This design comes from an exercise in tuning for small area, a short achievable clock period and few clock cycles on the open sky130 flow, not from production work.
Function was checked by simulation only, so behaviour that the tests miss may differ from the original.
No activity file was given, so power comes from the tool's default toggle rates.

### flow/flow/run.sh
#!/bin/bash
# Own flow: the standard layout (standard.sh, unchanged synthesis), with the
# port buffers made of sky130_fd_sc_hd__buf_1 instead of the delay buffer that
# buffer_ports picks by default (every port still gets its own buffer), and
# timing repair allowed to change a cell's footprint (MATCH_CELL_FOOTPRINT=0;
# detailed placement runs after every repair).
set -euo pipefail
W=$(pwd)
sed 's#^make -C \(.*\) "\${@:-finish}"$#make -C \1 "BUFFER_PORTS_ARGS=-buffer_cell sky130_fd_sc_hd__buf_1" MATCH_CELL_FOOTPRINT=0 "${@:-finish}"#' standard.sh > own_standard.sh
grep -q 'MATCH_CELL_FOOTPRINT=0' own_standard.sh
bash own_standard.sh finish > make_finish.log 2>&1
test -s out/final.def
### flow/standard.sh
#!/bin/bash
# synth_recipe.tcl (not shown) runs the flow's synth.tcl, then flattens the netlist and writes it again
# the make line also repeats each setting of config.mk as NAME=value (left out here)
make -C /OpenROAD-flow-scripts/flow DESIGN_CONFIG=/design/flow/config.mk WORK_HOME=/design/flow/orfs CLKGATE_MAP_FILE= SYNTH_SCRIPT=/design/flow/synth_recipe.tcl "${@:-finish}"
### flow/config.mk
export PLATFORM = sky130hd
export DESIGN_NAME = pft_lzd
export DESIGN_NICKNAME = pft_lzd
export VERILOG_FILES = /design/flow/design.v
export SDC_FILE = /design/flow/constraint.sdc
export NUM_CORES = 8
export LEC_CHECK = 0
export CAP_MARGIN = 20
export CORE_MARGIN = 2
export CORE_UTILIZATION = 35
export SETUP_SLACK_MARGIN = 3.5
export SLEW_MARGIN = 20
### flow/constraint.sdc
create_clock -name core_clock -period 12.0 [get_ports {clk}]
set_input_delay 2.4000 -clock core_clock [delete_from_list [all_inputs] [get_ports {clk}]]
set_output_delay 2.4000 -clock core_clock [all_outputs]
set_load 0.01 [all_outputs]
### flow/design.v
module pft_lzd (
    input  wire        clk,
    input  wire        rst,           
    input  wire [7:0]  reg_addr,      
    input  wire        reg_we,
    input  wire [31:0] reg_wdata,
    output reg  [31:0] reg_rdata,
    output wire        irq,
    output reg         buf_en,
    output reg         buf_we,
    output reg  [16:0] buf_addr,
    output reg  [7:0]  buf_wdata,
    input  wire [7:0]  buf_rdata,
    output reg         out_re,
    output reg  [24:0] out_raddr,
    input  wire [7:0]  out_rdata,
    output reg         out_we,
    output reg  [24:0] out_waddr,
    output reg  [7:0]  out_wdata
);
    localparam [3:0] F_ALIGN   = 4'd2;
    localparam [3:0] F_OOB     = 4'd3;
    localparam [3:0] F_CSUM    = 4'd4;
    localparam [3:0] F_NOSIG   = 4'd5;
    localparam [3:0] F_OVERSZ  = 4'd6;
    localparam [3:0] F_INCOMPL = 4'd7;
    localparam [3:0] F_ZEROOFF = 4'd8;
    localparam [3:0] F_NOTRL   = 4'd9;
    localparam [3:0] F_OUTCAP  = 4'd10;
    localparam [3:0] F_OFFBEF  = 4'd11;
    localparam [3:0] F_ILLCMD  = 4'd12;
    localparam [4:0]
        S_IDLE  = 5'd0,
        S_CMD   = 5'd1,    
        S_CK    = 5'd2,    
        S_CKE   = 5'd3,    
        S_HDR   = 5'd4,    
        S_HDR1  = 5'd5,    
        S_HDRC  = 5'd6,    
        S_RAWC  = 5'd7,    
        S_RAW   = 5'd8,    
        S_RSKIP = 5'd9,    
        S_TOK   = 5'd10,   
        S_MSK1  = 5'd11,   
        S_CP1   = 5'd12,   
        S_EXT   = 5'd13,   
        S_CPC   = 5'd14,   
        S_CPY   = 5'd15,   
        S_TRL   = 5'd16,   
        S_TRL1  = 5'd17,   
        S_IV    = 5'd18,   
        S_XC    = 5'd19,   
        S_XR    = 5'd20,   
        S_XW    = 5'd21;   
    reg  [4:0]  state;
    reg  [1:0]  ctrl_op;
    reg         ctrl_endian;
    reg         ctrl_ie;
    reg         st_done;
    reg         st_err;
    reg  [3:0]  err_code;     
    reg         errf;         
    reg  [31:0] buf_len;
    reg  [7:0]  model;
    reg  [31:0] xbase, xivoff, xstart, xlen;
    reg  [17:0] ic;           
    reg  [25:0] oc;           
    reg  [31:0] iv0, iv1, iv2, iv3;    
    reg         kv;           
    reg  [17:0] sp;           
    reg  [31:0] acc;          
    reg         ckc;          
    reg  [22:0] cnt;          
    reg  [7:0]  s0;           
    reg  [15:0] blen;         
    reg  [15:0] rem;          
    reg  [16:0] mask;         
    reg         mflag;        
    reg  [10:0] offm1;        
    reg  [7:0]  hb;           
    reg         hv;           
    reg         sig_nz;       
    wire busy = (state != S_IDLE);
    assign irq = ctrl_ie & (st_done | st_err);
    wire [7:0] sbyte = hv ? hb : buf_rdata;
    wire cpy_last = (cnt == 23'd1);
    wire cpy_mrg;
    reg pop;                  
    always @* begin
        case (state)
            S_HDR, S_HDR1, S_TRL, S_TRL1, S_TOK, S_MSK1, S_CP1, S_EXT, S_RAW, S_RSKIP:
                pop = 1'b1;
            S_CPY:
                pop = cpy_mrg;
            default:
                pop = 1'b0;
        endcase
    end
    wire stream = (state >= S_CKE) && (state <= S_TRL1);
    wire [24:0] x_relh  = {blen, offm1[8:0]};
    wire [6:0]  x_b     = s0[6:0];                       
    wire [4:0]  kidx    = busy ? x_b[6:2] : reg_addr[6:2];
    wire [31:0] tmp0    = iv0 + ~iv2;
    wire [31:0] tmp1    = iv1 + ~iv3;
    wire [31:0] key_w;
    pft_lzd_key u_key (.idx(kidx), .tmp0(tmp0), .tmp1(tmp1),
                       .iv0(iv0), .iv1(iv1), .iv2(iv2), .iv3(iv3), .key(key_w));
    wire [31:0] x_mw    = key_w - {x_relh, 7'd0};
    wire [31:0] x_mword = acc;
    reg  [7:0]  x_mbyte;
    always @* begin
        case (ctrl_endian ? ~x_b[1:0] : x_b[1:0])
            2'd0: x_mbyte = x_mword[7:0];
            2'd1: x_mbyte = x_mword[15:8];
            2'd2: x_mbyte = x_mword[23:16];
            default: x_mbyte = x_mword[31:24];
        endcase
    end
    wire        xsel_iv = (state == S_IDLE) || (state == S_CMD);
    wire [31:0] xsum_b  = xsel_iv ? xivoff : xstart;
    wire [32:0] xsum    = {1'b0, xbase} + {1'b0, xsum_b};
    wire [18:0] xend    = {1'b0, xsum[17:0]} + (xsel_iv ? 19'd16 : {1'b0, xlen[17:0]});
    wire        x_hi    = (xbase[31:18] != 14'd0) || (xsum_b[31:18] != 14'd0) || xsum[18];
    wire        x_oob   = x_hi || (!xsel_iv && (xlen[31:18] != 14'd0)) ||
                          (xend > {1'b0, buf_len[17:0]});
    reg         xoob_r;
    always @(posedge clk) xoob_r <= x_oob;
    wire [10:0] cp_off   = {s0[7:5], sbyte};
    wire [22:0] cp_len   = {18'd0, s0[4:0]} + 23'd3;
    wire        cp_ext   = (s0[4:0] == 5'd7);
    wire [17:0] sp_inc  = sp + 18'd1;
    wire [22:0] cnt_nx  = cnt + ((state == S_EXT) ? {15'd0, sbyte} : 23'h7FFFFF);
    wire        ck_last = (sp_inc == buf_len[17:0]);
    wire [8:0]  ck_sum  = {1'b0, acc[7:0]} + {1'b0, buf_rdata} + {8'd0, ckc & (sp[1:0] != 2'd0)};
    wire [7:0]  ck_lane = ck_sum[7:0];
    wire        ck_cout = ck_sum[8];
    wire [25:0] oc_inc  = oc + 26'd1;
    wire [23:0] oc_plus = {1'b0, oc[22:0]} + {1'b0, cnt};
    wire        oc_over = oc[25] || (oc[24] && oc[23] && oc_plus[23] && (oc_plus[22:0] != 23'd0));
    wire [6:0]  oc_p6   = {1'b0, oc[5:0]} + {1'b0, cp_len[5:0]};
    wire        oc_ovcp = oc[25] || (oc[24] && oc[23] && (oc[22:6] == 17'h1FFFF) && (oc_p6 > 7'd64));
    reg  [15:0] hd_len;
    reg         hd_oversz;
    always @* begin
        hd_len    = blen;
        hd_oversz = 1'b0;
        if (blen == 16'hE000) begin
            if (model == 8'd1)      hd_len = 16'hC002;
            else if (model == 8'd2) hd_len = 16'h6000;
            else                    hd_oversz = 1'b1;
        end else if (blen > 16'h8000) begin
            hd_oversz = 1'b1;
        end
    end
    wire        sp_over  = cnt[22] || ({7'd0, hd_len} > cnt);
    wire        cke_ok   = (acc == 32'd0) && (buf_len[17:0] >= 18'h1F8) && sig_nz;
    wire        hd_raw1  = (model == 8'd1) && (blen == 16'hE000);
    wire        hd_raw2  = (model == 8'd2) && ((blen == 16'hE000) || (blen == 16'h6000));
    wire        rem0     = (rem == 16'd2);             
    wire        rem_lt2  = (rem[15:2] == 14'd0);       
    wire        rem1     = (rem == 16'd3);             
    wire        gv       = (mask[15:0] != 16'd0);      
    assign      cpy_mrg  = cpy_last && !rem_lt2 && (!gv || mask[16]);
    wire [17:0] t_pos    = ic + {16'd0, mflag, 1'b0};  
    reg  [4:0]  nstate;
    reg         flt;
    reg  [3:0]  fcode;
    reg  [31:0] fin, fval;
    reg         fin_done;
    always @* begin
        nstate   = state;
        flt      = 1'b0;
        fcode    = 4'd0;
        fin      = 32'd0;
        fval     = 32'd0;
        fin_done = 1'b0;
        case (state)
            S_CMD: begin
                if (ctrl_op == 2'd3) begin
                    flt = 1'b1; fcode = F_ILLCMD; fin = 32'd0; fval = 32'd3;
                end else if ((buf_len[31:18] != 14'd0) || (buf_len[17] && (buf_len[16:0] != 17'd0))) begin
                    flt = 1'b1; fcode = F_OOB; fin = buf_len; fval = 32'd0;
                end else if (ctrl_op == 2'd0) begin
                    if (buf_len[1:0] != 2'd0) begin
                        flt = 1'b1; fcode = F_CSUM; fin = buf_len; fval = {30'd0, buf_len[1:0]};
                    end else if (buf_len[17:0] == 18'd0) begin
                        flt = 1'b1; fcode = F_OOB; fin = 32'h1F6; fval = 32'd2;
                    end else begin
                        nstate = S_CK;
                    end
                end else begin
                    if (xoob_r) begin
                        flt = 1'b1; fcode = F_OOB; fin = xsum[31:0]; fval = 32'd16;
                    end else begin
                        nstate = S_IV;
                    end
                end
            end
            S_CK: if (ck_last) nstate = S_CKE;
            S_CKE: begin
                if (acc != 32'd0) begin
                    flt = 1'b1; fcode = F_CSUM; fin = 32'd0; fval = acc;
                end else if (buf_len[17:0] < 18'h1F8) begin
                    flt = 1'b1; fcode = F_OOB; fin = 32'h1F6; fval = 32'd2;
                end else if (!sig_nz) begin
                    flt = 1'b1; fcode = F_NOSIG; fin = 32'h1F6; fval = 32'd0;
                end else if (buf_len[17:0] < 18'h202) begin
                    flt = 1'b1; fcode = F_OOB; fin = 32'h200; fval = 32'd2;
                end else begin
                    nstate = S_HDR;
                end
            end
            S_HDR:  nstate = S_HDR1;
            S_HDR1: nstate = S_HDRC;
            S_HDRC: begin
                if (blen == 16'd0) begin
                    fin_done = 1'b1;
                end else if (hd_oversz) begin
                    flt = 1'b1; fcode = F_OVERSZ; fin = {14'd0, ic}; fval = {16'd0, blen};
                end else if (sp_over) begin
                    flt = 1'b1; fcode = F_INCOMPL; fin = {14'd0, ic}; fval = {16'd0, hd_len};
                end else if (hd_raw1 || hd_raw2) begin
                    nstate = S_RAWC;
                end else if (hd_len < 16'd2) begin
                    flt = 1'b1; fcode = F_NOTRL; fin = {14'd0, ic}; fval = {16'd0, hd_len};
                end else begin
                    nstate = (hd_len == 16'd2) ? S_TRL : S_TOK;
                end
            end
            S_RAWC: begin
                if (oc_over) begin
                    flt = 1'b1; fcode = F_OUTCAP; fin = {14'd0, ic}; fval = {9'd0, cnt};
                end else begin
                    nstate = S_RAW;
                end
            end
            S_RAW:   if (cnt == 23'd1) nstate = rem0 ? S_HDR : S_RSKIP;
            S_RSKIP: if (rem1) nstate = S_HDR;
            S_TOK: begin
                if (!gv) begin
                    if (rem_lt2) begin
                        flt = 1'b1; fcode = F_INCOMPL; fin = {14'd0, sp}; fval = {16'd0, blen};
                    end else begin
                        nstate = S_MSK1;
                    end
                end else if (!mask[16]) begin
                    if (rem0) begin
                        flt = 1'b1; fcode = F_INCOMPL; fin = {14'd0, sp}; fval = {16'd0, blen};
                    end else if (oc[25]) begin
                        flt = 1'b1; fcode = F_OUTCAP; fin = {14'd0, sp}; fval = 32'd1;
                    end else begin
                        nstate = rem1 ? S_TRL : S_TOK;
                    end
                end else begin
                    if (rem_lt2) begin
                        flt = 1'b1; fcode = F_INCOMPL; fin = {14'd0, sp}; fval = {16'd0, blen};
                    end else begin
                        nstate = S_CP1;
                    end
                end
            end
            S_MSK1: nstate = S_TOK;
            S_CP1: begin
                if (cp_ext) begin
                    nstate = S_EXT;
                end else if (cp_off == 11'd0) begin
                    flt = 1'b1; fcode = F_ZEROOFF; fin = {14'd0, t_pos}; fval = {9'd0, cp_len};
                end else if ((oc[25:11] == 15'd0) && (cp_off > oc[10:0])) begin
                    flt = 1'b1; fcode = F_OFFBEF; fin = {14'd0, t_pos}; fval = {21'd0, cp_off};
                end else if (oc_ovcp) begin
                    flt = 1'b1; fcode = F_OUTCAP; fin = {14'd0, t_pos}; fval = {9'd0, cp_len};
                end else begin
                    nstate = S_CPY;
                end
            end
            S_EXT: begin
                if (rem0) begin
                    flt = 1'b1; fcode = F_INCOMPL; fin = {14'd0, sp}; fval = {16'd0, blen};
                end else if (sbyte != 8'hFF) begin
                    nstate = S_CPC;
                end
            end
            S_CPC: begin
                if (offm1 == 11'h7FF) begin
                    flt = 1'b1; fcode = F_ZEROOFF; fin = {14'd0, t_pos}; fval = {9'd0, cnt};
                end else if ((oc[25:11] == 15'd0) && (offm1 >= oc[10:0])) begin
                    flt = 1'b1; fcode = F_OFFBEF; fin = {14'd0, t_pos}; fval = {21'd0, offm1 + 11'd1};
                end else if (oc_over) begin
                    flt = 1'b1; fcode = F_OUTCAP; fin = {14'd0, t_pos}; fval = {9'd0, cnt};
                end else begin
                    nstate = S_CPY;
                end
            end
            S_CPY: if (cpy_last) nstate = cpy_mrg ? (gv ? S_CP1 : S_MSK1) : (rem0 ? S_TRL : S_TOK);
            S_TRL: nstate = S_TRL1;
            S_TRL1: begin
                if ({s0, sbyte} != 16'd0) begin
                    flt = 1'b1; fcode = F_NOTRL; fin = {14'd0, ic}; fval = {16'd0, s0, sbyte};
                end else begin
                    nstate = S_HDR;
                end
            end
            S_IV: begin
                if (cnt[3:0] == 4'd0) begin
                    if (ctrl_op == 2'd2) fin_done = 1'b1;
                    else                 nstate = S_XC;
                end
            end
            S_XC: begin
                if (xstart[6:0] != 7'd0 || xlen[6:0] != 7'd0) begin
                    flt = 1'b1; fcode = F_ALIGN; fin = xstart; fval = xlen;
                end else if (xlen == 32'd0) begin
                    fin_done = 1'b1;
                end else if (xoob_r) begin
                    flt = 1'b1; fcode = F_OOB; fin = xsum[31:0]; fval = xlen;
                end else begin
                    nstate = S_XR;
                end
            end
            S_XR: nstate = S_XW;
            S_XW: if (cnt == 23'd1) fin_done = 1'b1; else nstate = S_XR;
            default: nstate = S_IDLE;
        endcase
        if (flt || fin_done) nstate = S_IDLE;
    end
    always @* begin
        buf_en    = 1'b0;
        buf_we    = 1'b0;
        buf_addr  = sp_inc[16:0];
        buf_wdata = buf_rdata ^ x_mbyte;
        out_re    = 1'b0;
        out_raddr = oc[24:0] + {14'h3FFF, ~((state == S_CP1) ? cp_off : offm1)} +
                    {24'd0, (state == S_CP1) || ((state == S_CPY) && (offm1 != 11'd0))};
        out_we    = 1'b0;
        out_waddr = oc[24:0];
        out_wdata = sbyte;
        case (state)
            S_CMD: begin
                buf_en = 1'b1;
                if (ctrl_op != 2'd0) buf_addr = xsum[16:0];
            end
            S_CK: begin
                buf_en = 1'b1;
                if (ck_last) buf_addr = 17'h200;
            end
            S_IV: buf_en = (cnt[3:0] != 4'd0);
            S_TOK: begin
                buf_en = 1'b1;
                out_we = gv & ~mask[16] & ~rem0 & ~oc[25];
            end
            S_RAW: begin
                buf_en = 1'b1;
                out_we = 1'b1;
            end
            S_CP1: begin
                buf_en = 1'b1;
                out_re = 1'b1;
            end
            S_CPC: out_re = 1'b1;
            S_CPY: begin
                buf_en    = pop;
                out_re    = 1'b1;
                out_we    = 1'b1;
                out_wdata = out_rdata;
            end
            S_XR: begin
                buf_en   = 1'b1;
                buf_addr = sp[16:0];
            end
            S_XW: begin
                buf_en   = 1'b1;
                buf_we   = 1'b1;
                buf_addr = sp[16:0];
            end
            default: buf_en = pop;
        endcase
    end
    always @* begin
        reg_rdata = 32'd0;
        if (reg_addr[7]) begin
            if (kv) reg_rdata = key_w;
        end else begin
            case (reg_addr[6:2])
                5'h00: reg_rdata = {27'd0, ctrl_ie, ctrl_endian, ctrl_op, 1'b0};
                5'h01: reg_rdata = {16'd0, 4'd0, st_err ? err_code : 4'd0, 5'd0, st_err, st_done, busy};
                5'h02: reg_rdata = buf_len;
                5'h03: reg_rdata = {24'd0, model};
                5'h04: reg_rdata = xbase;
                5'h05: reg_rdata = xivoff;
                5'h06: reg_rdata = xstart;
                5'h07: reg_rdata = xlen;
                5'h08: reg_rdata = {6'd0, oc};
                5'h09: reg_rdata = {14'd0, ic};
                5'h0A: reg_rdata = errf ? {blen, mask[15:0]} : 32'd0;
                5'h0B: reg_rdata = errf ? {6'd0, oc} : 32'd0;
                5'h0C: reg_rdata = errf ? acc : 32'd0;
                5'h0D: reg_rdata = 32'h0200_0000;
                5'h0E: reg_rdata = 32'h0002_0000;
                default: reg_rdata = 32'd0;
            endcase
        end
    end
    wire start = reg_we && (reg_addr == 8'h00) && !busy && reg_wdata[0];
    always @(posedge clk) begin
        if (rst) begin
            state       <= S_IDLE;
            ctrl_op     <= 2'd0;
            ctrl_endian <= 1'b0;
            ctrl_ie     <= 1'b0;
            st_done     <= 1'b0;
            st_err      <= 1'b0;
            errf        <= 1'b0;
            buf_len     <= 32'd0;
            model       <= 8'd0;
            xbase       <= 32'd0;
            xivoff      <= 32'd0;
            xstart      <= 32'd0;
            xlen        <= 32'd0;
            ic          <= 18'd0;
            oc          <= 26'd0;
            kv          <= 1'b0;
        end else begin
            if (reg_we) begin
                case (reg_addr)
                    8'h00: begin
                        ctrl_ie <= reg_wdata[4];
                        if (!busy) begin
                            ctrl_op     <= reg_wdata[2:1];
                            ctrl_endian <= reg_wdata[3];
                        end
                    end
                    8'h04: begin
                        if (reg_wdata[1]) st_done <= 1'b0;
                        if (reg_wdata[2]) st_err  <= 1'b0;
                    end
                    8'h08: if (!busy) buf_len <= reg_wdata;
                    8'h0C: if (!busy) model   <= reg_wdata[7:0];
                    8'h10: if (!busy) xbase   <= reg_wdata;
                    8'h14: if (!busy) xivoff  <= reg_wdata;
                    8'h18: if (!busy) xstart  <= reg_wdata;
                    8'h1C: if (!busy) xlen    <= reg_wdata;
                    default: ;
                endcase
            end
            if (start) begin
                st_done <= 1'b0;
                st_err  <= 1'b0;
                errf    <= 1'b0;
                ic      <= 18'd0;
                oc      <= 26'd0;
                state   <= S_CMD;
            end else begin
                state <= nstate;
            end
            if (flt) begin
                st_err <= 1'b1;
                errf   <= 1'b1;
            end
            if (fin_done) st_done <= 1'b1;
            if (state == S_IV && cnt[3:0] == 4'd0) kv <= 1'b1;
            if (state == S_CKE && cke_ok) ic <= 18'h200;
            if (!flt) case (state)
                S_HDRC: ic <= sp;                       
                S_RAW:  if (cnt == 23'd1 && rem0) ic <= sp_inc;
                S_RSKIP: if (rem1) ic <= sp_inc;
                S_TOK:  if (gv && !mask[16]) ic <= sp_inc;
                S_CPY:  if (cnt == 23'd1) ic <= sp;
                S_TRL1: ic <= sp_inc;
                S_XW:   if (cnt == 23'd1) ic <= sp_inc;
                default: ;
            endcase
            if (out_we) oc <= oc_inc;
        end
    end
    always @(posedge clk) begin
        hb <= sbyte;
        if (stream) begin
            hv <= ~pop;
            if (pop) sp <= sp_inc;
        end
        if (flt) err_code <= fcode;
        case (state)
            S_IDLE: sp <= 18'h3FFFF;        
            S_CMD: begin
                acc    <= 32'd0;
                ckc    <= 1'b0;
                sig_nz <= 1'b0;
                cnt    <= 23'd15;
                sp     <= (ctrl_op == 2'd0) ? 18'd0 : xsum[17:0];
            end
            S_CK: begin
                hv  <= 1'b0;
                acc <= {ck_lane, acc[31:8]};
                ckc <= ck_cout;
                if ((sp[17:1] == 17'h000FB) && (buf_rdata != 8'd0)) sig_nz <= 1'b1;
                sp  <= ck_last ? 18'h200 : sp_inc;
            end
            S_HDR:  s0   <= sbyte;
            S_HDR1: begin
                blen <= {s0, sbyte};
                cnt  <= {5'd0, buf_len[17:0]} - {5'd0, sp} - 23'd7;
            end
            S_HDRC: begin
                blen  <= hd_len;
                cnt   <= hd_raw1 ? 23'h00C000 : 23'h006000;
                rem   <= (hd_raw1 || hd_raw2) ? (hd_raw1 ? 16'd4 : 16'd2) : hd_len;
                mask  <= 17'd0;
                mflag <= 1'b0;
            end
            S_RAW:   cnt <= cnt_nx;
            S_RSKIP: rem <= rem - 16'd1;
            S_TOK: begin
                s0  <= sbyte;
                rem <= rem - 16'd1;
                if (!gv) begin
                    mflag <= 1'b1;
                end else begin
                    mask <= {mask[15:0], 1'b0};
                    if (!mask[16]) mflag <= 1'b0;
                end
            end
            S_MSK1: begin
                mask <= {s0, sbyte, 1'b1};
                rem  <= rem - 16'd1;
            end
            S_CP1: begin
                offm1 <= cp_off - 11'd1;
                cnt   <= cp_len;
                rem   <= rem - 16'd1;
            end
            S_EXT: begin
                cnt <= cnt_nx;
                rem <= rem - 16'd1;
            end
            S_CPY: begin
                cnt <= cnt_nx;
                if (cpy_last) mflag <= 1'b0;
                if (cpy_mrg) begin
                    s0  <= sbyte;
                    rem <= rem - 16'd1;
                    if (!gv) mflag <= 1'b1;
                    else     mask  <= {mask[15:0], 1'b0};
                end
            end
            S_TRL: s0 <= sbyte;
            S_IV: begin
                sp  <= sp_inc;
                cnt <= cnt_nx;
                if (ctrl_endian) iv3 <= {iv3[23:0], buf_rdata};
                else             iv3 <= {buf_rdata, iv3[31:8]};
                if (cnt[1:0] == 2'd0 && cnt[3:2] != 2'd0) begin
                    iv2 <= ctrl_endian ? {iv3[23:0], buf_rdata} : {buf_rdata, iv3[31:8]};
                    iv1 <= iv2;
                    iv0 <= iv1;
                end
            end
            S_XC: begin
                cnt  <= {5'd0, xlen[17:0]};
                sp   <= xsum[17:0];
                s0   <= 8'd0;
                blen <= xstart[31:16];
                offm1[8:0] <= xstart[15:7];
            end
            S_XR: if (x_b[1:0] == 2'd0) acc <= x_mw;
            S_XW: begin
                cnt <= cnt_nx;
                sp  <= sp_inc;
                s0  <= s0 + 8'd1;
                if (x_b == 7'd127) {blen, offm1[8:0]} <= x_relh + 25'd1;
            end
            default: ;
        endcase
        if (flt) begin
            acc        <= fval;               
            blen       <= fin[31:16];         
            mask[15:0] <= fin[15:0];
        end
    end
endmodule
module pft_lzd_key (
    input  wire [4:0]  idx,
    input  wire [31:0] tmp0, tmp1,
    input  wire [31:0] iv0, iv1, iv2, iv3,
    output wire [31:0] key
);
    wire [31:0] t = (idx[0] ? tmp1 : tmp0) ^ {32{idx[1]}};
    reg  [31:0] c;
    always @* begin
        case (idx[4:3])
            2'd0: c = iv0;
            2'd1: c = iv1;
            2'd2: c = iv2;
            default: c = iv3;
        endcase
    end
    wire [31:0] x = idx[2] ? t : ~(t ^ c);
    wire [31:0] y = idx[2] ? ~c : {t[30:0] | c[30:0], 1'b0};
    assign key = x + y;
endmodule
==> results of run 1 <==
-- state kept, by name, summed over array words and instances, names as in the netlist, 5 cells and up --
register	cells
xstart	32
xlen	32
iv0	32
xbase	32
acc	32
ic	18
s0	8
oc	26
buf_len	32
cnt	23
iv2	32
iv1	32
state	5
sp	18
iv3	32
offm1	11
model	8
blen	16
mask	17
hb	8
xivoff	32
rem	16
-- critical path, delay by kind of cell --
kind                       cells  cell delay, ns
xor gates and xnor gates       1            0.21
and+or+nand+nor                1            0.14
muxes                          2            0.68
buffers and inverters          5            0.69
adders and majority gates      2            0.50
AOI/OAI and AO/OA             10            1.91
-- power by group through the flow --
| stage | combinational (W) | clock (W) | sequential, W |
|---|---|---|---|
| 2_1_floorplan | 0.00795 | 0 | 0.00237 |
| 4_1_cts | 0.0121 | 0.00225 | 0.00266 |
| 6_report | 0.0137 | 0.00224 | 0.00270 |
| 5_1_grt | 0.0146 | 0.00231 | 0.00267 |
| 3_5_place_dp | 0.0111 | 0 | 0.00268 |
| 3_3_place_gp | 0.0110 | 0 | 0.00269 |
-- cell usage after synthesis (all sizes together) (14+ instances only) --
cell	n	area, µm²
a2111oi	17	155.1
a211o	16	140.1
a211oi	50	380.4
a21boi	16	120.1
a21o	113	848.3
a21oi	543	2729
a221oi	55	481.7
a222oi	74	740.7
a22o	61	534.3
a22oi	93	698.2
a31o	18	157.7
a31oi	58	362.9
and2	25	156.4
and3	67	419.2
buf	59	354.1
clkbuf	270	1016
dfxtp	235	4705
edfxtp	276	8288
fa	14	280.3
ha	355	4442
inv	305	1145
mux2	18	206.4
mux2i	103	1039
mux4	40	900.9
nand2	832	3123
nand2b	41	256.5
nand3	158	790.8
nand4	55	344.1
nor2	367	1380
nor2b	56	350.3
nor3	95	508.0
nor4	63	406.6
o211ai	37	287.8
o21a	43	322.8
o21ai	330	1652
o21bai	42	315.3
o221ai	18	157.7
o22ai	29	181.4
o31ai	16	125.1
or2	26	162.7
or3	33	211.5
or4	18	138.9
xnor2	247	2163
xor2	112	980.9
-- metrics by stage --
step,cell area (µm²),util [%],worst slack (ns)
after floorplan,45530,-,3.386
after global placement,48440,37.51,1.875
after detailed placement,48450,37.51,1.895
after CTS,51810,40.11,3.158
after global routing,52910,40.97,2.827
final,52930,40.98,3.038
-- metal layers --
layer	track usage (%)	vias up	wire length, µm
met5	0	-	259
met4	17.28	18	14270
met3	11.62	703	34060
met2	47.30	3479	93320
met1	46.52	23780	93890
li1	-	21180	-
-- kinds of logic (layout without fill, tap and decap cells) --
logic type | after synthesis | in the layout
multiplexers | 161 | 161
adder cells (fa/ha/maj) | 369 | 369
other | 0 | 10
AND/OR/NAND/NOR | 1882 | 1882
buffers and inverters | 636 | 878
AO/OA/AOI/OAI | 1725 | 1725
flip-flops | 511 | 511
XOR/XNOR | 360 | 360
-- final timing paths --
| kind | to | slack [ns] | start | cells past startpoint |
|---|---|---|---|---|
| worst max-delay path | reg_rdata[31] | 3.04 | reg_addr[6] | 21 |
| worst min-delay path | iv0[2] | 0.45 | iv1[2] | 0 |
| worst max register to register | acc[30] | 4.10 | state[1] | 36 |
| worst min register to register | iv0[2] | 0.45 | iv1[2] | 0 |
-- cell type report --
class                   count  area [µm²]  share of cell area, %
multi-input cells        4497       31130                  58.82
flip-flops and latches    511       12990                  24.55
repair buffers            442        3058                  5.777
well taps                1742        2180                  4.118
clock buffers              96        1982                  3.744
inverters                 307        1156                  2.184
clock inverters            33       401.6                 0.7588
diodes                     10       25.02                0.04728
-- what timing repair did --
item	4_1_cts	5_1_grt
resized for setup	156	145
pin swaps	54	63
setup endpoints to repair	63	44
hold buffers	0	0
cloned	2	1
buffers inserted	47	44
==> run summary, run 1 <==
status timing/DRC/antenna clean; sequential cell area fraction in the yosys report 28.57%; Max Cap Viol 0; Worst-Margin Slew roughly 1.3 ns; CP max-delay cell mux4_2; TritonCTS clock tree built; CP Cell Sequence buf_12 > a21oi_4 > buf_12 > buf_8 > mux4_2 > inv_2 > ha_4 > mux2i_1 > ha_2 > o211ai_1 > a211o_1 > a21oi_4 > o211ai_1 > nand2b_1 > a21oi_4 > o31ai_4 > a21o_1 > a21oi_2 > xor2_2 > o22ai_2 > buf_2; core area around 0.13 mm²; top_reg_cell synth edfxtp_1; Power per Cell Area roughly 350 mW/mm²; antenna-violating nets left 0; Post-Synth XOR/XNOR Area 6.964%; starting density of the core between 30% and 40%; internal power component between 0.009 and 0.01 W; clock latency (worst-skew pair) slightly above 0.7 ns; Layout Cells excl Fill 7638; Synth Register Bits ~510; synth warn 2; VDD IR max ~0.00064 V; RSZ-0062 raised after global routing yes; Die Width between 300 and 400 µm; Sw Pwr 0.009395 W; Max Slew Vio Count 0; WL final 235800 µm; CTS Buf Count between 70 and 80; DRC 0; simple-gate share of the synthesized area about a fifth; root buffer cell clkbuf_16; post-synthesis mux area share 4.719%; CP max stage delay 0.53 ns; first-pass GRT wire length 327200 µm; CP startpoint kind input pin; standard-cell row count roughly 130; placed cell count about 7400; Syn Nets between 6000 and 7000; drt first-iter violations 7615; Overflow after GRT 0; via count roughly 49000; CTS Buffer Depth 3; initial antenna violation count 26; Post-synth EDFFs around 280; fmax 111.6 MHz; Syn Area/Cell 8.057 µm²; GRT Util Overall 34.11%; sequential share of power 14.5%; Yosys cell types 100; commonest cells after routing, fill and taps aside nand2_1 (828), a21oi_1 (510), nor2_1 (347); die height 364.5 µm; final setup violation count 0; commonest non-fill, non-tap cell in the layout nand2_1; Pre-antenna DRT Iters 12; Synth async-reset ratio 0%; switching share of power 50.43%; Hold Slack 0.4540 ns; adder-cell share of the synthesized area 10.38%; number of global-route vias before repair around 44000; IO Port Bufs about 180; vias per cell ~6.4; Syn Inst Count around 5600; Net count, final around 6300; clock network fraction of total power between 10% and 20%; Crit Path Class in -> out; most used cell, CP a21oi_4; Worst slew margin 15.32%; Required @ worst endpoint 9.60 ns; Total Power roughly 0.019 W; clock sink total 511; layout cells sized above 1 11.98%; Final HPWL DP ~180000 µm; clk_skew about 0.052 ns; Worst setup EP type primary output; Fill cells approximately 13000; Post-Syn Area 0.04547 mm²; final period utilization 74.69%; Area growth syn-to-layout 16.40%; WL/cell between 30 and 40 µm; Tightest Hold Check Type reg -> reg; Routability Congestion between 1 and 1.5; Leak a little over 20 nW; Tmin final around 9 ns; H-tree depth 3; Worst Path Arrival 6.56 ns; pin count of the biggest net entering global routing 95; Die Area 0.1328 mm²; post-synthesis compound-gate area fraction 24.80%; largest family of logic cells by synthesized area compound AO/OA/AOI/OAI gates; I/O pin count around 180; Comb power frac about three quarters; critical path fanouts, max 6; Final TNS setup 0 ns; final hold violations 0; Clock transition at path regs about 0.06 ns
Testbench counts, summed over its fixed seeds: cycles 425,930.
==> run 2: changes to the inputs <==
--- a/flow/config.mk
+++ b/flow/config.mk
@@ -9,4 +9,4 @@
 export CORE_MARGIN = 2
 export CORE_UTILIZATION = 35
-export SETUP_SLACK_MARGIN = 3.5
+export SETUP_SLACK_MARGIN = 3
 export SLEW_MARGIN = 20
==> run summary, run 2 <==
CP max stage delay 0.35 ns (-0.18 ns); DRC 0 (unchanged); vias per cell 6.437 (about the same); final hold violations 0 (unchanged); via count 48780 (-0.77%); WL final 231600 µm (-1.8%); synth warn 2 (unchanged); root buffer cell clkbuf_16; Syn Inst Count 5644 (unchanged); area share of the largest cell type after synthesis 18.23% (unchanged); fmax 112.9 MHz (+1.2%); placed cell areas 0.04837 mm² (-0.16%); CTS Buffer Depth 3 (unchanged); Hold Slack 0.4718 ns (+0.01785 ns); Post-Syn Area 0.04547 mm² (unchanged); critical path fanouts, max 4 (-2); internal power component 0.008189 W (-11%); Max Cap Viol 0 (unchanged); TritonCTS clock tree built; pin count of the biggest net entering global routing 93 (-2.1%); Post-synth EDFFs 276 (unchanged); layout cells sized above 1 9.466% (-2.5 points); Clock transition at path regs 0.05 ns (about the same); VDD IR max 0.0005736 V (-11%); antenna-violating nets left 0 (unchanged); Final HPWL DP 175300 µm (-1.7%); Max Slew Vio Count 0 (unchanged); Worst path top cell family by delay compound AO/OA/AOI/OAI gates; clk_skew 0.06177 ns (+0.009313 ns); RSZ-0062 raised after global routing yes; Syn Nets 6072 (unchanged); CP startpoint kind input pin; WL/cell 30.57 µm (-0.98%); sequential cell area fraction in the yosys report 28.57% (unchanged); Comb power frac 70.6% (-2.9 points); starting density of the core 35.21% (unchanged); Final TNS setup 0 ns (unchanged); GRT Util Overall 33.59% (-0.51 points); most instantiated cells after synthesis nand2_1 (832), a21oi_1 (540), nor2_1 (366), ha_1 (355), o21ai_0 (318); area leader, netlist edfxtp_1; Synth async-reset ratio 0% (unchanged); core area 0.1292 mm² (unchanged); CP max-delay cell fa_2; Synth Register Bits 511 (unchanged); Crit Path Class in -> out; drt first-iter violations 8005 (+5.1%); I/O pin count 179 (unchanged); status timing/DRC/antenna clean; clock sink total 511 (unchanged); commonest cells after routing, fill and taps aside nand2_1 (827), a21oi_1 (512), nor2_1 (351), ha_1 (351), o21ai_0 (304); Sw Pwr 0.008402 W (-11%); final setup violation count 0 (unchanged); Area growth syn-to-layout 13.59%; Overflow after GRT 0 (unchanged); number of global-route vias before repair 44250 (+0.65%); clock latency (worst-skew pair) 0.72 ns (about the same); count leader, synth nand2_1; Pre-antenna DRT Iters 10 (-2); Syn Area/Cell 8.057 µm² (unchanged); Final Instance Area 0.05165 mm² (-2.4%); Die Width 364.5 µm (unchanged); sequential share of power 16.3% (+1.8 points); first-pass GRT wire length 323900 µm (-1.0%); Net count, final 6195 (-1.0%); Required @ worst endpoint 9.60 ns (about the same); Worst slew margin 12.79% (-2.5 points); top_reg_cell synth edfxtp_1; Routability Congestion 1.070 (+2.8%); Synth area leaders edfxtp_1 (18%), dfxtp_1 (10%), ha_1 (9.8%), nand2_1 (6.9%), a21oi_1 (5.9%); IO Port Bufs 178 (unchanged); Worst-Margin Slew 1.308 ns (+0.03970 ns); clock network fraction of total power 13.1% (+1.1 points); Power per Cell Area 321.2 mW/mm² (-8.7%); Die Area 0.1328 mm² (unchanged); Worst Path Arrival 6.45 ns (-0.11 ns); commonest non-fill, non-tap cell in the layout nand2_1; Tmin final 8.855 ns (-0.1074 ns); switching share of power 50.64% (+0.21 points); standard-cell row count 132 (unchanged); Tightest Hold Check Type reg -> reg; initial antenna violation count 28 (+7.7%); Total Power 0.01659 W (-11%); CTS Buf Count 68 (-4.2%); Yosys cell types 100 (unchanged); Leak 20.23 nW (-2.7%); Worst setup EP type primary output; buffers and inverters on the worst path 5 (unchanged); H-tree depth 3 (unchanged); die height 364.5 µm (unchanged); final period utilization 73.79% (-0.90 points); Hold Buf Count CTS 0 (unchanged)
## run 2: cell counts after synthesis
No cell type changed its count.
## run 2: final cells by class
cell class / instances / area (µm²)
Timing Repair Buffer: 381 / 2415
Multi-Input combinational cell: 4498 / 30570
Inverter: 307 / 1156
Sequential cell: 511 / 12990
Fill cell: 13320 / 77500
Antenna cell: 15 / 37.54
Tap cell: 1742 / 2180
Clock buffer: 95 / 1958
Clock inverter: 29 / 341.6
## run 2: cell families (layout without fill, tap and decap cells)
logic type,after synthesis,in the layout,synth area share (%)
xor gates and xnor gates,360,360,6.964
adders and majority gates,369,369,10.38
and+or+nand+nor,1882,1882,19.02
buffers and inverters,636,812,5.547
DFF,511,511,28.57
other,0,15,0
AOI/OAI and AO/OA,1725,1725,24.80
muxes,161,162,4.719
## run 2: per-layer routing
layer	track usage, %	vias to the layer above	share of wire [%]
li1	-	21060	-
met1	43.96	23530	39
met4	19.27	20	6.8
met5	0	-	0.079
met3	10.04	751	13
met2	48.89	3423	41
## run 2: path summary, 6_finish.rpt
| kind | from | end | slack, ns | depth (start not counted) |
|---|---|---|---|---|
| hold reg to reg | iv2[18] | iv1[18] | 0.47 | 0 |
| setup / recovery | reg_addr[2] | reg_rdata[30] | 3.15 | 25 |
| hold / removal | iv2[18] | iv1[18] | 0.47 | 0 |
| setup reg to reg | blen[12] | mask[10] | 4.00 | 18 |
## run 2: power by group through the flow
stage                     logic [W]  clock network [W]  registers [W]
after floorplan             0.00792                  0        0.00237
after global placement       0.0106                  0        0.00269
after detailed placement     0.0107                  0        0.00268
after CTS                    0.0111            0.00218        0.00265
after global routing         0.0126            0.00224        0.00268
final                        0.0117            0.00217        0.00271
## run 2: repair_timing
| item | CTS | global route |
|---|---|---|
| endpoints found under the setup margin | 39 | 32 |
| pin swaps | 12 | 40 |
| gates resized for setup | 66 | 73 |
| cloned | 4 | 1 |
| setup buffers | 19 | 21 |
## run 2: per-stage QoR
| stage | utilization [%] | std cells | setup WS, ns |
|---|---|---|---|
| finish | 39.99 | 7578 | 3.145 |
| global route | 39.96 | 7563 | 2.874 |
| CTS | 39.60 | 7540 | 2.959 |
| detailed placement | 37.45 | 7393 | 1.789 |
| global placement | 37.44 | 7393 | 1.761 |
| floorplan | - | 5644 | 3.024 |
==> run 3: changes to the inputs <==
--- a/flow/config.mk
+++ b/flow/config.mk
@@ -9,4 +9,6 @@
 export CORE_MARGIN = 2
 export CORE_UTILIZATION = 35
+export CTS_CLUSTER_DIAMETER = 100
+export CTS_CLUSTER_SIZE = 20
 export SETUP_SLACK_MARGIN = 3
 export SLEW_MARGIN = 20
==> run summary, run 3 <==
Hold Crit Endpoint iv1[18]; Area growth syn-to-layout 11.11%; via count 48560 (-0.45%); Die Width 364.5 µm (unchanged); Syn Inst Count 5644 (unchanged); clock sink total 511 (unchanged); CP Depth 24 (-4.0%); status timing/DRC/antenna clean; Clock transition at path regs 0.09 ns (+0.04 ns); vias per cell 6.458 (+0.33%); Tightest Hold Check Type reg -> reg; clk_skew 0.05931 ns (-0.002460 ns); buffers and inverters on the worst path 6 (+1); most instantiated cells after synthesis nand2_1 (832), a21oi_1 (540), nor2_1 (366), ha_1 (355), o21ai_0 (318); CP max stage delay 0.51 ns (+0.16 ns); Post-Syn Area 0.04547 mm² (unchanged); Synth async-reset ratio 0% (unchanged); TritonCTS clock tree built; I/O pin count 179 (unchanged); placed cell count 7393 (unchanged); Pre-antenna DRT Iters 10 (unchanged); Final TNS setup 0 ns (unchanged); Worst path top cell family by delay compound AO/OA/AOI/OAI gates; area leader, netlist edfxtp_1; Overflow after GRT 0 (unchanged); Syn Nets 6072 (unchanged); CP Cell Sequence buf_12 > a21oi_4 > buf_6 > mux4_2 > inv_2 > ha_4 > mux2i_1 > ha_2 > inv_2 > fa_2 > nor2b_1 > o21ai_1 > a21boi_1 > o21ai_2 > a211oi_2 > buf_4 > a31oi_4 > o2111ai_2 > nand2_1 > o21ai_1 > a21o_1 > xor2_1 > a31o_2 > buf_6; sequential cell area fraction in the yosys report 28.57% (unchanged); CP startpoint kind input pin; clock latency (worst-skew pair) 0.69 ns (-0.03 ns); Worst-Margin Slew 1.277 ns (-0.03082 ns); first-pass GRT wire length 321900 µm (-0.61%); Required @ worst endpoint 9.60 ns (about the same); Max Cap Viol 0 (unchanged); commonest cells after routing, fill and taps aside nand2_1 (828), a21oi_1 (515), nor2_1 (351), ha_1 (351), o21ai_0 (304); Crit Path Class in -> out; Worst slew margin 14.85% (+2.1 points); CTS Buf Count 38 (-44%); WL final 230300 µm (-0.59%); CP max-delay cell mux4_2; CTS Buffer Depth 3 (unchanged); RSZ-0062 raised after global routing yes; core area 0.1292 mm² (unchanged); critical path fanouts, max 5 (+1); Net count, final 6159 (-0.58%); synth warn 2 (unchanged); count leader, synth nand2_1; Hold Buf Count CTS 0 (unchanged); starting density of the core 35.21% (unchanged); final period utilization 74.12% (+0.33 points); Worst setup EP type primary output; Routability Congestion 1.070 (unchanged); layout cells sized above 1 8.604% (-0.86 points); commonest non-fill, non-tap cell in the layout nand2_1; Tmin final 8.895 ns (+0.04009 ns); standard-cell row count 132 (unchanged); antenna-violating nets left 0 (unchanged); final setup violation count 0 (unchanged); final hold violations 0 (unchanged); GRT Util Overall 33.29% (-0.30 points); H-tree depth 2 (-1); Yosys cell types 100 (unchanged); worst reg2reg setup slack 3.95 ns (-0.05 ns); Post-synth EDFFs 276 (unchanged); Die Area 0.1328 mm² (unchanged); pin count of the biggest net entering global routing 93 (unchanged); IO Port Bufs 178 (unchanged); die height 364.5 µm (unchanged); VDD IR max 0.0005578 V (-2.8%); Power per Cell Area 311.8 mW/mm² (-2.9%); root buffer cell clkbuf_16; WL/cell 30.62 µm (+0.19%); Final HPWL DP 175300 µm (unchanged); Worst Path Arrival 6.49 ns (+0.04 ns); number of global-route vias before repair 43840 (-0.92%); Min-Delay Startpoint iv2[18]; reg2reg end mask[10]; worst reg2reg path startpoint blen[12]; Layout Cells excl Fill 7519 (-0.78%); drt first-iter violations 7546 (-5.7%); Syn Area/Cell 8.057 µm² (unchanged); Synth Register Bits 511 (unchanged); Worst R2R Path Depth 18 (unchanged); top_reg_cell synth edfxtp_1; Max Slew Vio Count 0 (unchanged); Leak 19.67 nW (-2.8%); Final Util 39.12% (-0.87 points); Fill cells 13410 (+0.68%); Synth area leaders edfxtp_1 (18%), dfxtp_1 (10%), ha_1 (9.8%), nand2_1 (6.9%), a21oi_1 (5.9%); fmax 112.4 MHz (-0.45%); DRC 0 (unchanged); initial antenna violation count 30 (+7.1%); Hold Path Stages 0 (unchanged); area share of the largest cell type after synthesis 18.23% (unchanged)
run 3: worst max-delay path by stage:
| stage | slack, ns | startpoint | end |
|---|---|---|---|
| after floorplan | 3.02 | reg_addr[5] | reg_rdata[30] |
| after global placement | 1.76 | reg_addr[6] | reg_rdata[30] |
| after detailed placement | 1.79 | reg_addr[6] | reg_rdata[30] |
| after CTS | 2.94 | reg_addr[6] | reg_rdata[30] |
| after global routing | 2.91 | reg_addr[6] | reg_rdata[27] |
| final | 3.11 | reg_addr[6] | reg_rdata[30] |
run 3: area by class of cell:
class / count / area [µm²] / area share (%)
diodes: 24 / 60.06 / 0.1189
clock buffers: 45 / 998.5 / 1.976
clock inverters: 17 / 229.0 / 0.4532
inverters: 307 / 1156 / 2.288
multi-input cells: 4498 / 30560 / 60.49
flip-flops and latches: 511 / 12990 / 25.72
well taps: 1742 / 2180 / 4.314
repair buffers: 375 / 2347 / 4.646
run 3: report_power, final:
part | internal [W] | switching, W
Sequential | 0.00218 | 0.000515
Combinational | 0.00470 | 0.00692
Clock | 0.000632 | 0.000805
Total | 0.00752 | 0.00824
run 3: cell families after synthesis:
family | count (synthesis) | synth area share, %
AND/OR/NAND/NOR | 1882 | 19.02
buffers and inverters | 636 | 5.547
multiplexers | 161 | 4.719
XOR/XNOR | 360 | 6.964
adder cells (fa/ha/maj) | 369 | 10.38
flip-flops | 511 | 28.57
AO/OA/AOI/OAI | 1725 | 24.80
run 3: layer usage:
| metal | up-vias | share of wire, % | GRT usage (%) |
|---|---|---|---|
| li1 | 20960 | - | - |
| met1 | 23490 | 39 | 43.84 |
| met2 | 3367 | 41 | 48.68 |
| met3 | 713 | 13 | 9.654 |
| met4 | 26 | 6.5 | 18.36 |
| met5 | - | 0.079 | 0 |
run 3: metrics by stage:
step / power [W] / area (µm²) / setup slack, ns / hold WS [ns]
2_1_floorplan: 0.01030 / 45480 / 3.024 / 0.4442
6_report: 0.01576 / 50520 / 3.105 / 0.4830
4_1_cts: 0.01508 / 49980 / 2.938 / 0.4802
3_3_place_gp: 0.01326 / 48350 / 1.761 / 0.4597
5_1_grt: 0.01668 / 50470 / 2.907 / 0.5014
3_5_place_dp: 0.01334 / 48370 / 1.789 / 0.4588
run 3: timing repair:
item | in CTS | in global routing
buffers inserted | 17 | 17
pin swaps | 7 | 35
gates cloned | 3 | 1
endpoints found under the setup margin | 39 | 32
hold endpoints to repair | 0 | 0
resized for setup | 54 | 80
==> run 4: changes to the inputs <==
--- a/flow/config.mk
+++ b/flow/config.mk
@@ -10,5 +10,5 @@
 export CORE_UTILIZATION = 35
 export CTS_CLUSTER_DIAMETER = 100
-export CTS_CLUSTER_SIZE = 20
+export CTS_CLUSTER_SIZE = 28
 export SETUP_SLACK_MARGIN = 3
 export SLEW_MARGIN = 20
==> run summary, run 4 <==
CP Cell Sequence buf_12 > a21oi_4 > buf_12 > buf_12 > mux4_2 > inv_1 > ha_1 > mux2i_1 > ha_1 > a21o_1 > a21o_1 > a21o_1 > a31oi_1 > o21ai_1 > a31oi_4 > o2111ai_2 > nand2_1 > o21ai_1 > a21o_1 > xor2_1 > a31o_2 > buf_6; Yosys cell types 100 (unchanged); layout cells sized above 1 8.973% (+0.37 points); H-tree depth 2 (unchanged); Max Slew Vio Count 0 (unchanged); commonest cells after routing, fill and taps aside nand2_1 (827), a21oi_1 (513), nor2_1 (352); most used cell, CP a21o_1; commonest non-fill, non-tap cell in the layout nand2_1; RSZ-0062 raised after global routing yes; CP max stage delay 0.55 ns (+0.04 ns); Max Cap Viol 0 (unchanged); first-pass GRT wire length 321500 µm (-0.11%); Synth Register Bits 511 (unchanged); Worst setup EP type primary output; met3 WL post-DR 30530 µm (+3.6%); final setup violation count 0 (unchanged); Synth area leaders edfxtp_1 (18%), dfxtp_1 (10%), ha_1 (9.8%), nand2_1 (6.9%), a21oi_1 (5.9%); drt first-iter violations 7482 (-0.85%); Metal-1 WL 89190 µm (-1.3%); Fill cells 13400 (-0.12%); switching share of power 52.35% (+0.071 points); adder-cell share of the synthesized area 10.38% (unchanged); Worst R2R Path Depth 18 (unchanged); worst reg2reg path startpoint blen[12]; Routability Congestion 1.070 (unchanged); multi-input logic area 0.03060 mm² (+0.13%); Total Power 0.01590 W (+0.95%); Worst-Margin Slew 1.328 ns (+0.05092 ns); Tmin final 8.861 ns (-0.03408 ns); Overflow after GRT 0 (unchanged); Worst slew margin 11.45% (-3.4 points); top sig layer met5; GRT Util Overall 33.26% (-0.036 points); synth warn 2 (unchanged); Post-Synth XOR/XNOR Area 6.964% (unchanged); Syn Nets 6072 (unchanged); standard-cell row count 132 (unchanged); root buffer cell clkbuf_16; sequential share of power 17.0% (about the same); clk_skew 0.06966 ns (+0.01035 ns); Die Area 0.1328 mm² (unchanged); Crit Path Class in -> out; met2 wire length 95330 µm (about the same); Final TNS setup 0 ns (unchanged); critical path fanouts, max 8 (+3); via count 48420 (-0.28%); number of global-route vias before repair 43760 (-0.19%); Final HPWL DP 175300 µm (unchanged); Hold Crit Endpoint iv1[18]; Pre-antenna DRT Iters 10 (unchanged); DRC 0 (unchanged); reg2reg end mask[10]; largest family of logic cells by synthesized area compound AO/OA/AOI/OAI gates; clock latency (worst-skew pair) 0.69 ns (about the same); core area 0.1292 mm² (unchanged); fmax 112.9 MHz (+0.38%); IO Port Bufs 178 (unchanged); starting density of the core 35.21% (unchanged); Min-Delay Startpoint iv2[18]; Hold Buf Count CTS 0 (unchanged); CP max-delay cell mux4_2; antenna-violating nets left 0 (unchanged); CTS Buffer Depth 3 (unchanged); Sw Pwr 0.008325 W (+1.1%); Hold Slack 0.4839 ns (+0.0009540 ns); top_reg_cell synth edfxtp_1; clock network fraction of total power 9.2% (about the same); post-synthesis compound-gate area fraction 24.80% (unchanged); Final Worst Setup Slack 3.139 ns (+0.03408 ns); post-synthesis mux area share 4.719% (unchanged); status timing/DRC/antenna clean; Clock transition at path regs 0.10 ns (about the same); sequential cell area fraction in the yosys report 28.57% (unchanged); Post-synth EDFFs 276 (unchanged); Hold Path Stages 0 (unchanged); vias per cell 6.436 (-0.35%); Comb power frac 73.7% (about the same); final hold violations 0 (unchanged); initial antenna violation count 24 (-20%); TritonCTS clock tree built; Power per Cell Area 313.6 mW/mm² (+0.55%); area leader, netlist edfxtp_1; VDD IR max 0.0005562 V (-0.30%); Syn Inst Count 5644 (unchanged); worst reg2reg setup slack 3.95 ns (about the same); Tightest Hold Check Type reg -> reg; Area growth syn-to-layout 11.55%; register area 0.01299 mm² (unchanged); Syn Area/Cell 8.057 µm² (unchanged); area share of the largest cell type after synthesis 18.23% (unchanged); die height 364.5 µm (unchanged); CTS Buf Count 35 (-7.9%); simple-gate share of the synthesized area 19.02% (unchanged); most instantiated cells after synthesis nand2_1 (832), a21oi_1 (540), nor2_1 (366), ha_1 (355), o21ai_0 (318); Leak 19.76 nW (+0.47%); Synth async-reset ratio 0% (unchanged); Setup WS pre-CTS 1.789 ns (unchanged); internal power component 0.007579 W (+0.80%); count leader, synth nand2_1; pin count of the biggest net entering global routing 93 (unchanged); Final Util 39.27% (+0.15 points); clock sink total 511 (unchanged); WL/cell 30.61 µm (about the same); I/O pin count 179 (unchanged); Post-Syn Area 0.04547 mm² (unchanged); WL final 230300 µm (about the same); Die Width 364.5 µm (unchanged); Worst Path Arrival 6.46 ns (-0.03 ns); Required @ worst endpoint 9.60 ns (about the same); Net count, final 6165 (+0.097%); CP startpoint kind input pin; final period utilization 73.84% (-0.28 points)
## run 4: timing repair
action	CTS	global route
cloned	3	2
setup buffers	22	21
endpoints found under the setup margin	39	33
resized for setup	59	86
pin swaps	13	47
## run 4: area by class of cell
cell class	instances	area share, %
Multi-Input combinational cell	4498	60.33
Tap cell	1742	4.297
Inverter	307	2.279
Clock inverter	26	0.8165
Clock buffer	36	1.754
Sequential cell	511	25.62
Antenna cell	20	0.09867
Timing Repair Buffer	384	4.808
## run 4: worst max-delay path by stage
stage                     slack [ns]        start  depth (start not counted)            end
after detailed placement        1.79  reg_addr[6]                         22  reg_rdata[30]
final                           3.14  reg_addr[6]                         22  reg_rdata[30]
after global placement          1.76  reg_addr[6]                         22  reg_rdata[30]
after CTS                       2.96  reg_addr[6]                         23  reg_rdata[30]
after floorplan                 3.02  reg_addr[5]                         22  reg_rdata[30]
after global routing            2.93  reg_addr[2]                         26  reg_rdata[27]
## run 4: worst max-delay path: cells and delay by family
family / cells / cell delay [ns]
AO/OA/AOI/OAI: 11 / 1.94
XOR/XNOR: 1 / 0.15
multiplexers: 2 / 0.73
AND/OR/NAND/NOR: 1 / 0.10
buffers and inverters: 5 / 0.60
adder cells (fa/ha/maj): 2 / 0.51
## run 4: metal layers
metal,global-route usage (%),vias to the layer above
li1,-,20970
met1,43.46,23260
met2,48.99,3439
met3,9.937,732
met4,17.97,20
met5,0,-
## run 4: power by group through the flow
stage | clock (W) | sequential (W) | combinational, W
after global routing | 0.00152 | 0.00268 | 0.0126
after floorplan | 0 | 0.00237 | 0.00792
after detailed placement | 0 | 0.00268 | 0.0107
after CTS | 0.00147 | 0.00265 | 0.0111
after global placement | 0 | 0.00269 | 0.0106
final | 0.00147 | 0.00271 | 0.0117
## run 4: logic make-up after synthesis
kind of cell / Yosys count
simple gates: 1882
compound gates: 1725
buf+inv: 636
flops: 511
fa+ha+maj: 369
xor+xnor: 360
mux: 161
## run 4: stage by stage
stage	instances	cell area, µm²
2_1_floorplan	5644	45480
3_5_place_dp	7393	48370
4_1_cts	7480	50130
3_3_place_gp	7393	48350
5_1_grt	7506	50680
6_report	7524	50720
==> run 5: changes to the inputs <==
--- a/flow/config.mk
+++ b/flow/config.mk
@@ -9,6 +9,6 @@
 export CORE_MARGIN = 2
 export CORE_UTILIZATION = 35
-export CTS_CLUSTER_DIAMETER = 100
-export CTS_CLUSTER_SIZE = 28
+export CTS_CLUSTER_DIAMETER = 120
+export CTS_CLUSTER_SIZE = 22
 export SETUP_SLACK_MARGIN = 3
 export SLEW_MARGIN = 20
==> run summary, run 5 <==
count leader, synth nand2_1; Synth async-reset ratio 0% (unchanged); CTS Buffer Depth 3 (unchanged); Syn Area/Cell 8.057 µm² (unchanged); drt first-iter violations 7215 (-3.6%); WL/cell 30.53 µm (-0.25%); clk_skew 0.04868 ns (-0.02098 ns); Tmin final 8.854 ns (-0.006610 ns); Pre-antenna DRT Iters 8 (-2); initial antenna violation count 32 (+33%); clock sink total 511 (unchanged); Overflow after GRT 0 (unchanged); Required @ worst endpoint 9.60 ns (about the same); Net count, final 6163 (-0.032%); Die Width 364.5 µm (unchanged); Hold Slack 0.4819 ns (-0.002026 ns); GRT Util Overall 33.10% (-0.16 points); standard-cell row count 132 (unchanged); DRC 0 (unchanged); antenna-violating nets left 0 (unchanged); worst reg2reg setup slack 4.00 ns (+0.05 ns); RSZ-0062 raised after global routing yes; Tightest Hold Check Type reg -> reg; clock latency (worst-skew pair) 0.71 ns (+0.02 ns); first-pass GRT wire length 320800 µm (-0.22%); fmax 112.9 MHz (about the same); Die Area 0.1328 mm² (unchanged); critical path fanouts, max 5 (-3); Crit Path Class in -> out; worst reg2reg path startpoint state[2]; most instantiated cells after synthesis nand2_1 (832), a21oi_1 (540), nor2_1 (366), ha_1 (355), o21ai_0 (318); Post-synth EDFFs 276 (unchanged); layout cells sized above 1 8.617% (-0.36 points); Clock transition at path regs 0.10 ns (about the same); Final HPWL DP 175300 µm (unchanged); Area growth syn-to-layout 10.74%; H-tree depth 1 (-1); area leader, netlist edfxtp_1; Worst-Margin Slew 1.251 ns (-0.07696 ns); Syn Inst Count 5644 (unchanged); core area 0.1292 mm² (unchanged); sequential cell area fraction in the yosys report 28.57% (unchanged); final hold violations 0 (unchanged); Final Instance Area 0.05036 mm² (-0.72%); Synth Register Bits 511 (unchanged); Worst setup EP type primary output; commonest cells after routing, fill and taps aside nand2_1 (826), a21oi_1 (513), nor2_1 (351), ha_1 (351), o21ai_0 (304); die height 364.5 µm (unchanged); Hold Buf Count CTS 0 (unchanged); Hold Path Stages 0 (unchanged); synth warn 2 (unchanged); Worst R2R Path Depth 34 (+16); Syn Nets 6072 (unchanged); Max Cap Viol 0 (unchanged); Leak 19.59 nW (-0.87%); Yosys cell types 100 (unchanged); Final TNS setup 0 ns (unchanged); Power per Cell Area 310.9 mW/mm² (-0.85%); starting density of the core 35.21% (unchanged); I/O pin count 179 (unchanged); status timing/DRC/antenna clean; Synth area leaders edfxtp_1 (18%), dfxtp_1 (10%), ha_1 (9.8%), nand2_1 (6.9%), a21oi_1 (5.9%); Post-Syn Area 0.04547 mm² (unchanged); vias per cell 6.445 (+0.15%); Worst slew margin 16.49% (+5.0 points); WL final 229600 µm (-0.31%); via count 48470 (+0.10%); final setup violation count 0 (unchanged); final period utilization 73.79% (about the same); number of global-route vias before repair 43630 (-0.29%); placed cell areas 0.04837 mm² (unchanged); area share of the largest cell type after synthesis 18.23% (unchanged); Worst Path Arrival 6.45 ns (about the same); Routability Congestion 1.070 (unchanged); CP startpoint kind input pin; Min-Delay Startpoint iv2[18]; reg2reg end xoob_r; TritonCTS clock tree built; Hold Crit Endpoint iv1[18]; pin count of the biggest net entering global routing 93 (unchanged); VDD IR max 0.0005763 V (+3.6%); Fill cells 13430 (+0.20%); CTS Buf Count 30 (-14%); root buffer cell clkbuf_16; top_reg_cell synth edfxtp_1; commonest non-fill, non-tap cell in the layout nand2_1; Max Slew Vio Count 0 (unchanged); IO Port Bufs 178 (unchanged)
run 5: logic make-up after synthesis:
| family | synth area share [%] |
|---|---|
| flip-flops | 28.57 |
| AO/OA/AOI/OAI | 24.80 |
| multiplexers | 4.719 |
| AND/OR/NAND/NOR | 19.02 |
| adder cells (fa/ha/maj) | 10.38 |
| buffers and inverters | 5.547 |
| XOR/XNOR | 6.964 |
run 5: final cells by class:
| cell class | count | area [µm²] | area share (%) |
|---|---|---|---|
| multi-input cells | 4498 | 30580 | 60.73 |
| clock inverters | 12 | 122.6 | 0.2435 |
| repair buffers | 387 | 2465 | 4.895 |
| clock buffers | 41 | 802.0 | 1.593 |
| flip-flops and latches | 511 | 12990 | 25.80 |
| well taps | 1742 | 2180 | 4.328 |
| diodes | 22 | 55.05 | 0.1093 |
| inverters | 307 | 1156 | 2.296 |
run 5: report_power, final:
part	switching, W	leakage [nW]	total (W)	internal (W)
Combinational	0.00696	14.7	0.0118	0.00480
Sequential	0.000512	4.43	0.00270	0.00218
Clock	0.000716	0.448	0.00120	0.000485
Total	0.00819	19.6	0.0157	0.00747
run 5: worst max path at each step:
stage / startpoint / endpoint / slack (ns) / cells after the start
2_1_floorplan: reg_addr[5] / reg_rdata[30] / 3.02 / 22
3_3_place_gp: reg_addr[6] / reg_rdata[30] / 1.76 / 22
3_5_place_dp: reg_addr[6] / reg_rdata[30] / 1.79 / 22
4_1_cts: reg_addr[6] / reg_rdata[30] / 2.96 / 23
5_1_grt: iv2[0] / reg_rdata[27] / 2.88 / 29
6_report: reg_addr[6] / reg_rdata[27] / 3.15 / 23
run 5: through the flow:
step / util [%] / total power [W] / worst slack (ns) / std cells
floorplan: - / 0.01030 / 3.024 / 5644
detailed placement: 37.45 / 0.01334 / 1.789 / 7393
finish: 38.99 / 0.01566 / 3.146 / 7520
CTS: 38.51 / 0.01489 / 2.961 / 7469
global placement: 37.44 / 0.01326 / 1.761 / 7393
global route: 38.95 / 0.01658 / 2.878 / 7498
run 5: routing by layer:
layer	up-vias	track usage, %	wire length, µm
met2	3351	48.70	95370
met3	709	9.033	29460
met5	-	0	115
met1	23430	43.89	90000
li1	20970	-	-
met4	18	17.70	14640
run 5: worst max-delay path, cell delays in order:
cell      delay [ns]
buf_12          0.13
a21oi_4         0.19
buf_12          0.15
mux4_2          0.51
inv_1           0.07
ha_1            0.22
mux2i_1         0.19
buf_4           0.14
ha_1            0.23
a211o_1         0.29
o211ai_1        0.16
a211o_1         0.23
a21oi_4         0.08
o211ai_1        0.22
nand2b_1        0.11
a21oi_2         0.20
buf_4           0.15
o21bai_1        0.07
a21oi_2         0.20
xnor2_2         0.16
nand3_1         0.09
o21ai_0         0.09
buf_2           0.16
run 5: timing repair:
| action | CTS | global route |
|---|---|---|
| setup endpoints to repair | 39 | 33 |
| pin swaps | 12 | 46 |
| gates resized for setup | 61 | 80 |
| endpoints found under the hold margin | 0 | 0 |
| setup buffers | 20 | 24 |
| gates cloned | 3 | 2 |
==> run 6: changes to the inputs <==
--- a/flow/config.mk
+++ b/flow/config.mk
@@ -9,6 +9,6 @@
 export CORE_MARGIN = 2
 export CORE_UTILIZATION = 35
-export CTS_CLUSTER_DIAMETER = 120
-export CTS_CLUSTER_SIZE = 22
+export CTS_CLUSTER_DIAMETER = 110
+export CTS_CLUSTER_SIZE = 24
 export SETUP_SLACK_MARGIN = 3
 export SLEW_MARGIN = 20
==> run summary, run 6 <==
CP max stage delay 0.55 ns (+0.04 ns); Worst setup EP type primary output; placed cell count 7393 (unchanged); area share of the largest cell type after synthesis 18.23% (unchanged); Net count, final 6156 (-0.11%); met1 Usage GRT 43.88% (about the same); Syn Inst Count 5644 (unchanged); final period utilization 73.81% (about the same); root buffer cell clkbuf_16; Post-synth EDFFs 276 (unchanged); Area growth syn-to-layout 10.66% (about the same); worst reg2reg path startpoint state[1]; clock latency (worst-skew pair) 0.71 ns (about the same); final setup violation count 0 (unchanged); vias per cell 6.433 (-0.20%); commonest cells after routing, fill and taps aside nand2_1 (828), a21oi_1 (514), nor2_1 (351), ha_1 (351), o21ai_0 (304); Leak 19.59 nW (about the same); Required @ worst endpoint 9.60 ns (about the same); CTS Buffer Depth 3 (unchanged); die height 364.5 µm (unchanged); standard-cell row count 132 (unchanged); Tmin final 8.857 ns (+0.003000 ns); crit path launch reg_addr[6]; Overflow after GRT 0 (unchanged); buffers and inverters on the worst path 5 (-1); multi-input logic area 0.03056 mm² (about the same); number of global-route vias before repair 43640 (+0.028%); pin count of the biggest net entering global routing 93 (unchanged); reg2reg end xoob_r; commonest non-fill, non-tap cell in the layout nand2_1; clk_skew 0.04630 ns (-0.002375 ns); Yosys cell types 100 (unchanged); Total Power 0.01556 W (-0.62%); Final HPWL DP 175300 µm (unchanged); first-pass GRT wire length 320800 µm (about the same); Die Width 364.5 µm (unchanged); final hold violations 0 (unchanged); area leader, netlist edfxtp_1; Post-Syn Area 0.04547 mm² (unchanged); Setup WS pre-CTS 1.789 ns (unchanged); Routability Congestion 1.070 (unchanged); Power per Cell Area 309.2 mW/mm² (-0.56%); Final Worst Setup Slack 3.143 ns (-0.003000 ns); Worst slew margin 10.93% (-5.6 points); CP max-delay cell mux4_2; via count 48260 (-0.44%); layout cells sized above 1 8.504% (-0.11 points); register area 0.01299 mm² (unchanged); Crit Path Class in -> out; initial antenna violation count 27 (-16%); Synth async-reset ratio 0% (unchanged); H-tree depth 1 (unchanged); Synth Register Bits 511 (unchanged); antenna-violating nets left 0 (unchanged); I/O pin count 179 (unchanged); Pre-antenna DRT Iters 11 (+3); count leader, synth nand2_1; met2 Usage GRT 48.68% (about the same); status timing/DRC/antenna clean; CTS Buf Count 30 (unchanged); drt first-iter violations 7699 (+6.7%); Worst Path Arrival 6.46 ns (about the same); VDD IR max 0.0005611 V (-2.6%); RSZ-0062 raised after global routing yes; Syn Nets 6072 (unchanged); most used cell, CP a21o_1; Hold Buf Count CTS 0 (unchanged); Tightest Hold Check Type reg -> reg; Max Cap Viol 0 (unchanged); Final TNS setup 0 ns (unchanged); Worst-Margin Slew 1.336 ns (+0.08477 ns); GRT Util Overall 33.11% (about the same); Syn Area/Cell 8.057 µm² (unchanged); top_reg_cell synth edfxtp_1; most instantiated cells after synthesis nand2_1 (832), a21oi_1 (540), nor2_1 (366), ha_1 (355), o21ai_0 (318); gr busiest metal met2; DRC 0 (unchanged); fmax 112.9 MHz (about the same); WL/cell 30.59 µm (+0.21%); Clock transition at path regs 0.11 ns (about the same); Layout Cells excl Fill 7502 (-0.24%); Die Area 0.1328 mm² (unchanged); core area 0.1292 mm² (unchanged); TritonCTS clock tree built; CP Depth 22 (-4.3%); CP startpoint kind input pin; critical path fanouts, max 8 (+3); clock sink total 511 (unchanged); sequential cell area fraction in the yosys report 28.57% (unchanged); WL final 229500 µm (about the same); synth warn 2 (unchanged); starting density of the core 35.21% (unchanged); Fill cells 13410 (-0.082%); Worst path top cell family by delay compound AO/OA/AOI/OAI gates; CP Cell Sequence buf_12 > a21oi_4 > buf_12 > buf_12 > mux4_2 > inv_1 > ha_1 > mux2i_1 > ha_1 > a21o_1 > a21o_1 > a21o_1 > a31oi_1 > o21ai_1 > a31oi_4 > o2111ai_2 > nand2_1 > o21ai_1 > a21o_1 > xor2_1 > a31o_2 > buf_6; met3 Use GR 9.253% (+0.22 points); Synth area leaders edfxtp_1 (18%), dfxtp_1 (10%), ha_1 (9.8%), nand2_1 (6.9%), a21oi_1 (5.9%); IO Port Bufs 178 (unchanged); Setup crit end reg_rdata[30]; worst reg2reg setup slack 4.05 ns (+0.05 ns); Worst R2R Path Depth 34 (unchanged); Max Slew Vio Count 0 (unchanged)
[run 6: final cells by class]
cell class,instances,share of cell area [%]
inverters,307,2.297
well taps,1742,4.331
diodes,10,0.04973
clock buffers,41,1.636
repair buffers,380,4.811
multi-input cells,4498,60.74
flip-flops and latches,511,25.82
clock inverters,13,0.3158
[run 6: how the worst min path moves through the flow]
stage | from | cells past startpoint | endpoint
2_1_floorplan | iv2[0] | 0 | iv1[0]
3_3_place_gp | xivoff[21] | 2 | xivoff[21]
3_5_place_dp | iv2[27] | 0 | iv1[27]
4_1_cts | xivoff[2] | 2 | xivoff[2]
5_1_grt | iv1[24] | 0 | iv0[24]
6_report | iv1[24] | 0 | iv0[24]
[run 6: cells by family (layout without fill, tap and decap cells)]
kind of cell,after synthesis,after routing,synth area share [%]
adders and majority gates,369,369,10.38
other,0,10,0
DFF,511,511,28.57
and+or+nand+nor,1882,1882,19.02
AOI/OAI and AO/OA,1725,1725,24.80
buffers and inverters,636,741,5.547
xor gates and xnor gates,360,360,6.964
muxes,161,162,4.719
[run 6: metrics by stage]
stage	util, %	hold slack [ns]	cell area (µm²)
2_1_floorplan	-	0.4442	45480
3_3_place_gp	37.44	0.4597	48350
3_5_place_dp	37.45	0.4588	48370
4_1_cts	38.54	0.4819	49780
5_1_grt	38.94	0.5004	50300
6_report	38.96	0.4717	50320
[run 6: metal layers]
layer / vias up / wire length [µm]
li1: 20940 / -
met3: 728 / 29280
met4: 24 / 14940
met5: - / 188
met2: 3261 / 94720
met1: 23310 / 90390
[run 6: power breakdown]
part | total, W | switching, W | internal (W)
logic | 0.0116 | 0.00688 | 0.00472
registers | 0.00271 | 0.000523 | 0.00218
clock network | 0.00125 | 0.000738 | 0.000508
[run 6: what timing repair did]
| item | 4_1_cts | 5_1_grt |
|---|---|---|
| endpoints found under the setup margin | 39 | 32 |
| cloned | 3 | 2 |
| setup buffers | 18 | 21 |
| resized for setup | 62 | 76 |
| pin swaps | 12 | 35 |
